This is an optimization exercise on Yosys and OpenROAD, whose aim is small area, not a production implementation.
The RTL was checked by simulation tests, not by an equivalence proof against the original design.
Power figures rest on the tool's default switching activity, not on a simulated workload.

## rev 12
==> flow/design.v <==
module rbhe_scanner (
    input  wire        clk,
    input  wire        rst,
    input  wire        enter,       
    input  wire        consume,     
    input  wire [7:0]  byte_in,
    input  wire        exact,       
    input  wire [1:0]  stage,       
    output wire        matched,     
    output reg  [15:0] scan_count,
    output reg         diverged
);
    reg  [2:0] kst;
    reg  [7:0] m_cur;
    reg  [7:0] m_first;
    reg        last;
    always @(*) begin
        case (stage)
            2'd0: begin
                m_first = 8'h52;
                last    = (kst == 3'd7);
                case (kst)
                    3'd0: m_cur = 8'h52;
                    3'd1: m_cur = 8'h42;
                    3'd2: m_cur = 8'h49;
                    3'd3: m_cur = 8'h4E;
                    3'd4: m_cur = 8'h36;
                    3'd5: m_cur = 8'h34;
                    3'd6: m_cur = 8'h0D;
                    default: m_cur = 8'h0A;
                endcase
            end
            2'd1: begin
                m_first = 8'h03;
                last    = (kst[1:0] == 2'd2);
                m_cur   = 8'h03;
            end
            default: begin
                m_first = 8'h4F;
                last    = kst[0];
                m_cur   = kst[0] ? 8'h4B : 8'h4F;
            end
        endcase
    end
    wire eq = (byte_in == m_cur);
    assign matched = eq && last && !diverged;
    always @(posedge clk) begin
        if (rst || enter) begin
            scan_count <= 16'd0;
            diverged   <= 1'b0;
            kst        <= 3'd0;
        end else if (consume) begin
            if (scan_count != 16'hFFFF) scan_count <= scan_count + 16'd1;
            diverged <= diverged | (exact & !eq);
            kst      <= eq ? kst + 3'd1 : {2'b00, byte_in == m_first};
        end
    end
endmodule
module rbhe (
    input  wire        clk,
    input  wire        rst,
    input  wire        bus_en,
    input  wire        bus_we,
    input  wire [7:0]  bus_addr,
    input  wire [31:0] bus_wdata,
    output reg  [31:0] bus_rdata,
    input  wire        rx_valid,
    input  wire [7:0]  rx_data,
    input  wire        rx_err,
    output wire        rx_ready,
    output wire        tx_valid,
    output reg  [7:0]  tx_data,
    output wire        tx_flush,
    input  wire        tx_ready,
    input  wire        tx_drained,
    input  wire        tx_err,
    output wire        irq,
    output wire        link_owned,
    output wire        handoff
);
    localparam [31:0] PAYLOAD_CAP = 32'd64;
    localparam [31:0] ID_VALUE    = 32'h5242_4845;
    localparam [31:0] MARKER_INFO = 32'h0000_0238;
    localparam [2:0] S_INIT = 3'd0, S_READY = 3'd1, S_TRIGGER = 3'd2, S_SEND_LEN = 3'd3,
                     S_ACK  = 3'd4, S_SEND_BODY = 3'd5, S_DONE = 3'd6, S_ERROR = 3'd7;
    localparam [2:0] E_RX = 3'd1, E_TX = 3'd2, E_DEADLINE = 3'd3, E_CANCEL = 3'd4, E_TOO_LARGE = 3'd5;
    reg  [2:0]  state;
    reg         drain;
    reg  [2:0]  len_idx;
    reg  [6:0]  tx_count;       
    reg  [15:0] stage_cycles;
    reg  [2:0]  err_cause;      
    reg  [2:0]  err_state;
    reg  [2:0]  mode;
    reg  [31:0] payload_len;
    reg  [31:0] deadline;
    reg  [31:0] pmem_addr;
    reg  [5:0]  events;
    reg  [5:0]  irq_en;
    reg  [7:0]  pdata_hold;     
    wire        s_init = (state == S_INIT);
    wire        s_ready = (state == S_READY);
    wire        s_trig = (state == S_TRIGGER);
    wire        s_slen = (state == S_SEND_LEN);
    wire        s_ack = (state == S_ACK);
    wire        s_body = (state == S_SEND_BODY);
    wire        s_done = (state == S_DONE);
    wire        s_err = (state == S_ERROR);
    wire        active = !(s_init || s_done || s_err);
    wire        idle   = !active;
    wire        awaiting = s_ready || s_trig || s_ack;
    wire        sending  = s_slen || s_body;
    wire        bus_wr = bus_en && bus_we;
    wire        bus_rd = bus_en && !bus_we;
    wire        wr_ctrl     = bus_wr && (bus_addr == 8'h04);
    wire        wr_mode     = bus_wr && (bus_addr == 8'h0C);
    wire        wr_len      = bus_wr && (bus_addr == 8'h10);
    wire        wr_deadline = bus_wr && (bus_addr == 8'h14);
    wire        wr_paddr    = bus_wr && (bus_addr == 8'h18);
    wire        wr_pdata    = bus_wr && (bus_addr == 8'h1C);
    wire        wr_events   = bus_wr && (bus_addr == 8'h28);
    wire        wr_irq_en   = bus_wr && (bus_addr == 8'h2C);
    wire        cmd_start = wr_ctrl && bus_wdata[0] && s_init;
    wire        cmd_abort = wr_ctrl && bus_wdata[1] && active;
    wire        cmd_clear = wr_ctrl && bus_wdata[2] && (s_done || s_err);
    wire        too_large = (payload_len[31:7] != 25'd0) || (payload_len[6] && payload_len[5:0] != 6'd0);
    wire        deadline_hit = (deadline[31:16] == 16'd0) && (deadline[15:0] != 16'd0) &&
                               (stage_cycles == deadline[15:0]);
    wire        await_err_rx = awaiting && rx_err;
    wire        await_err_dl = awaiting && !rx_err && deadline_hit;
    wire        await_step   = awaiting && !cmd_abort && !rx_err && !deadline_hit;
    wire        consume      = await_step && rx_valid;
    wire [1:0]  stage_sel   = s_ready ? 2'd0 : s_trig ? 2'd1 : 2'd2;
    wire        stage_exact = s_ready ? mode[0] : s_trig ? mode[1] : mode[2];
    wire        scan_matched;
    wire [15:0] scan_count;
    wire        diverged;
    wire        stage_match = consume && scan_matched;
    wire        send_err  = sending && tx_err && !cmd_abort;
    wire        send_step = sending && !tx_err && !cmd_abort;
    wire        byte_acc  = send_step && !drain && tx_ready;
    wire        drained   = send_step && drain && tx_drained;
    wire        len_drained = drained && s_slen;
    wire        start_ok   = cmd_start && !too_large;
    wire        scan_enter = (stage_match && s_ready) || len_drained || cmd_clear;
    rbhe_scanner u_scanner (
        .clk        (clk),
        .rst        (rst),
        .enter      (scan_enter),
        .consume    (consume),
        .byte_in    (rx_data),
        .exact      (stage_exact),
        .stage      (stage_sel),
        .matched    (scan_matched),
        .scan_count (scan_count),
        .diverged   (diverged)
    );
    wire        raise_err = cmd_abort || await_err_rx || await_err_dl || send_err ||
                            (cmd_start && too_large);
    reg  [2:0]  raise_cause;
    always @(*) begin
        if (cmd_abort)                 raise_cause = E_CANCEL;
        else if (await_err_rx)         raise_cause = E_RX;
        else if (send_err)             raise_cause = E_TX;
        else if (await_err_dl)         raise_cause = E_DEADLINE;
        else                           raise_cause = E_TOO_LARGE;
    end
    wire [15:0] stage_cycles_inc = (stage_cycles == 16'hFFFF) ? stage_cycles : stage_cycles + 16'd1;
    always @(posedge clk) begin
        if (rst) begin
            state        <= S_INIT;
            drain        <= 1'b0;
            len_idx      <= 3'd0;
            tx_count     <= 7'd0;
            stage_cycles <= 16'd0;
            err_cause    <= 3'd0;
            err_state    <= 3'd0;
            mode         <= 3'd0;
            payload_len  <= 32'd0;
            deadline     <= 32'd0;
            pmem_addr    <= 32'd0;
            events       <= 6'd0;
            irq_en       <= 6'd0;
        end else begin
            if (wr_mode && idle)     mode        <= bus_wdata[2:0];
            if (wr_len && idle)      payload_len <= bus_wdata;
            if (wr_deadline && idle) deadline    <= bus_wdata;
            if (wr_paddr && idle)    pmem_addr   <= bus_wdata;
            if (wr_pdata && idle)    pmem_addr   <= pmem_addr + 32'd1;
            if (wr_irq_en)           irq_en      <= bus_wdata[5:0];
            events <= (wr_events ? (events & ~bus_wdata[5:0]) : events)
                    | {raise_err,
                       drained && s_body,
                       stage_match && s_ack,
                       len_drained,
                       stage_match && s_trig,
                       stage_match && s_ready};
            if (cmd_clear) begin
                state        <= S_INIT;
                err_cause    <= 3'd0;
                err_state    <= 3'd0;
                drain        <= 1'b0;
                len_idx      <= 3'd0;
                tx_count     <= 7'd0;
                stage_cycles <= 16'd0;
            end else if (raise_err) begin
                err_state <= state;
                err_cause <= raise_cause;
                state     <= S_ERROR;
                drain     <= 1'b0;
            end else if (start_ok) begin
                state        <= S_READY;
            end else if (await_step) begin
                if (stage_match) begin
                    stage_cycles <= s_ready ? 16'd0 : stage_cycles_inc;
                    if (s_ready)      state <= S_TRIGGER;
                    else if (s_trig)  state <= S_SEND_LEN;
                    else begin
                        state <= S_SEND_BODY;
                        drain <= (payload_len[6:0] == 7'd0);
                    end
                end else begin
                    stage_cycles <= stage_cycles_inc;
                end
            end else if (byte_acc) begin
                if (s_slen) begin
                    len_idx <= len_idx + 3'd1;
                    if (len_idx[1:0] == 2'd3) drain <= 1'b1;
                end else begin
                    tx_count <= tx_count + 7'd1;
                    if (tx_count + 7'd1 == payload_len[6:0]) drain <= 1'b1;
                end
            end else if (drained) begin
                drain <= 1'b0;
                if (s_slen) begin
                    state        <= S_ACK;
                    stage_cycles <= 16'd0;
                end else begin
                    state <= S_DONE;
                end
            end
        end
    end
    wire        paddr_in = (pmem_addr[31:6] == 26'd0);
    wire [5:0]  rd_addr  = idle ? pmem_addr[5:0] : tx_count[5:0];
    wire [7:0]  rd_byte;
    rbhe_pmem u_pmem (
        .clk   (clk),
        .we    (!rst && wr_pdata && idle && paddr_in),
        .addr  (rd_addr),
        .wdata (bus_wdata[7:0]),
        .rdata (rd_byte)
    );
    always @(posedge clk) begin
        if (idle) pdata_hold <= rd_byte;
    end
    wire [7:0]  pdata = idle ? rd_byte : pdata_hold;
    assign rx_ready   = awaiting;
    assign tx_valid   = sending && !drain;
    assign tx_flush   = sending && drain;
    assign irq        = |(events & irq_en);
    assign link_owned = active;
    assign handoff    = s_done;
    always @(*) begin
        if (s_slen && !drain) begin
            case (len_idx[1:0])
                2'd0: tx_data = payload_len[7:0];
                2'd1: tx_data = payload_len[15:8];
                2'd2: tx_data = payload_len[23:16];
                default: tx_data = payload_len[31:24];
            endcase
        end else if (s_body && !drain) begin
            tx_data = rd_byte;
        end else begin
            tx_data = 8'h00;
        end
    end
    wire [31:0] status = {13'd0, len_idx, 1'b0, err_state, 1'b0, err_cause, 2'b00,
                          drain, diverged, active, state};
    always @(*) begin
        bus_rdata = 32'd0;
        if (bus_rd) begin
            case (bus_addr)
                8'h00: bus_rdata = ID_VALUE;
                8'h08: bus_rdata = status;
                8'h0C: bus_rdata = {29'd0, mode};
                8'h10: bus_rdata = payload_len;
                8'h14: bus_rdata = deadline;
                8'h18: bus_rdata = pmem_addr;
                8'h1C: bus_rdata = paddr_in ? {24'd0, pdata} : 32'd0;
                8'h20: bus_rdata = {16'd0, scan_count};
                8'h24: bus_rdata = {25'd0, tx_count};
                8'h28: bus_rdata = {26'd0, events};
                8'h2C: bus_rdata = {26'd0, irq_en};
                8'h30: bus_rdata = PAYLOAD_CAP;
                8'h34: bus_rdata = MARKER_INFO;
                8'h38: bus_rdata = {16'd0, stage_cycles};
                default: bus_rdata = 32'd0;
            endcase
        end
    end
endmodule
module rbhe_pmem (
    input  wire       clk,
    input  wire       we,
    input  wire [5:0] addr,
    input  wire [7:0] wdata,
    output wire [7:0] rdata
);
    reg  [7:0] mem [0:63];
    wire [7:0] lo = 8'd1 << addr[2:0];
    wire [7:0] hi = 8'd1 << addr[5:3];
    genvar i, j, b;
    generate
        for (j = 0; j < 64; j = j + 1) begin : g_wr
            always @(posedge clk)
                if (we && hi[j/8] && lo[j%8]) mem[j] <= wdata;
        end
        for (b = 0; b < 8; b = b + 1) begin : g_bit
            wire [7:0] grp;
            for (j = 0; j < 8; j = j + 1) begin : g_grp
                wire [7:0] col;
                for (i = 0; i < 8; i = i + 1) begin : g_col
                    assign col[i] = mem[8*j+i][b];
                end
                rbhe_ao8 u_g (.s(lo), .d(col), .y(grp[j]));
            end
            rbhe_ao8 u_r (.s(hi), .d(grp), .y(rdata[b]));
        end
    endgenerate
endmodule
module rbhe_ao8 (
    input  wire [7:0] s,
    input  wire [7:0] d,
    output wire       y
);
    assign y = |(s & d);
endmodule
==> flow/config.mk <==
export PLATFORM = sky130hd
export DESIGN_NAME = rbhe
export DESIGN_NICKNAME = rbhe
export VERILOG_FILES = /design/flow/design.v
export SDC_FILE = /design/flow/constraint.sdc
export NUM_CORES = 4
export LEC_CHECK = 0
export CAP_MARGIN = 20
export CORE_MARGIN = 2
export CORE_UTILIZATION = 40
export PLACE_DENSITY = 0.6
export SLEW_MARGIN = 20
export SYNTH_HIERARCHICAL = 1
export SYNTH_MINIMUM_KEEP_SIZE = 0
==> flow/constraint.sdc <==
create_clock -name core_clock -period 10.0 [get_ports {clk}]
set_input_delay 2.0000 -clock core_clock [delete_from_list [all_inputs] [get_ports {clk}]]
set_output_delay 2.0000 -clock core_clock [all_outputs]
set_load 0.01 [all_outputs]
standard.sh (not shown) runs the stock make flow with config.mk's settings and CLKGATE_MAP_FILE= SYNTH_SCRIPT=/design/flow/synth_recipe.tcl, a recipe that flattens the netlist after the stock synthesis.
==> flow/flow/run.sh <==
#!/bin/bash
# Own layout flow: the standard flow (standard.sh, standard synthesis
# unchanged), with CTS without dummy loads and larger sink clusters, port
# buffers of the smallest buffer cell.
set -euo pipefail
export CTS_ARGS="-sink_clustering_enable -repair_clock_nets -sink_clustering_size 30 -sink_clustering_max_diameter 60 -buf_list sky130_fd_sc_hd__clkbuf_16 -dont_use_dummy_load"
export BUFFER_PORTS_ARGS="-buffer_cell sky130_fd_sc_hd__buf_1"
bash standard.sh > standard_make.log 2>&1
> inputs changed (rev 12 -> rev 13)
-- flow/design.v --
<<< rev 12, line 126
    wire        too_large = (payload_len[31:7] != 25'd0) || (payload_len[6] && payload_len[5:0] != 6'd0);
    wire        deadline_hit = (deadline[31:16] == 16'd0) && (deadline[15:0] != 16'd0) &&
                               (stage_cycles == deadline[15:0]);
    wire        await_err_rx = awaiting && rx_err;
    wire        await_err_dl = awaiting && !rx_err && deadline_hit;
>>> rev 13, line 126
    wire        too_large = (payload_len[31:7] != 25'd0) || (payload_len[6] && payload_len[5:0] != 6'd0);
    wire        deadline_hit = (deadline[31:16] == 16'd0) && (deadline[15:0] != 16'd0) &&
                               (stage_cycles >= deadline[15:0]);
    wire        await_err_rx = awaiting && rx_err;
    wire        await_err_dl = awaiting && !rx_err && deadline_hit;
<<< rev 12, line 143
    wire        len_drained = drained && s_slen;
    wire        start_ok   = cmd_start && !too_large;
    wire        scan_enter = (stage_match && s_ready) || len_drained || cmd_clear;
    rbhe_scanner u_scanner (
        .clk        (clk),
>>> rev 13, line 143
    wire        len_drained = drained && s_slen;
    wire        start_ok   = cmd_start && !too_large;
    wire        scan_enter = start_ok || (stage_match && s_ready) || len_drained || cmd_clear;
    rbhe_scanner u_scanner (
        .clk        (clk),
<<< rev 12, line 211
            end else if (start_ok) begin
                state        <= S_READY;
            end else if (await_step) begin
                if (stage_match) begin
>>> rev 13, line 211
            end else if (start_ok) begin
                state        <= S_READY;
                len_idx      <= 3'd0;
                tx_count     <= 7'd0;
                drain        <= 1'b0;
                stage_cycles <= 16'd0;
            end else if (await_step) begin
                if (stage_match) begin
[summary]
Rev 13 closes out successfully: all stages finished, all timing, DRC and antenna checks passed.
Rev 12: all stages complete, timing, DRC and antenna checks passed
Rev 13 against rev 12: final-layout non-clock buffer area share ~0 delta; area growth from synthesis to layout went up by 0.31 points; number of cells on the critical path moved down.
Between rev 13 and rev 12, the sequential power does not differ in any meaningful way.
Looking only at share of cell area taken by muxes after synthesis, and setting everything else aside, the higher value of rev 13 and rev 12 goes to rev 13.
Finished layout cell area of rev 13 is on par with rev 12.

[separate check: timing with driven ports]
In the flow no input, the clock included, has a driving cell. The finished layouts below were timed again as built, in two steps.
Step 1, drivers: a clkbuf_16 drives clk and a buf_2 each remaining input, both assumed.
Step 2 adds t to the input delays and takes it off the output delays; t is the mean of the earliest and latest rising clock arrival at the registers after step 1. Input paths then give back, and output paths get back, about the clock's delay inside the block.
Three values: ideal, step 1, step 2; two values: the first two.
run | shift t [ns] | setup WS [ns] | clock arrival spread, ns
rev 12 | 0.640 | 2.255 / 2.190 / 2.831 | 0.110 / 0.111
rev 13 | 0.643 | 1.481 / 1.414 / 2.057 | 0.111 / 0.112
After both steps every run listed still meets setup and hold.
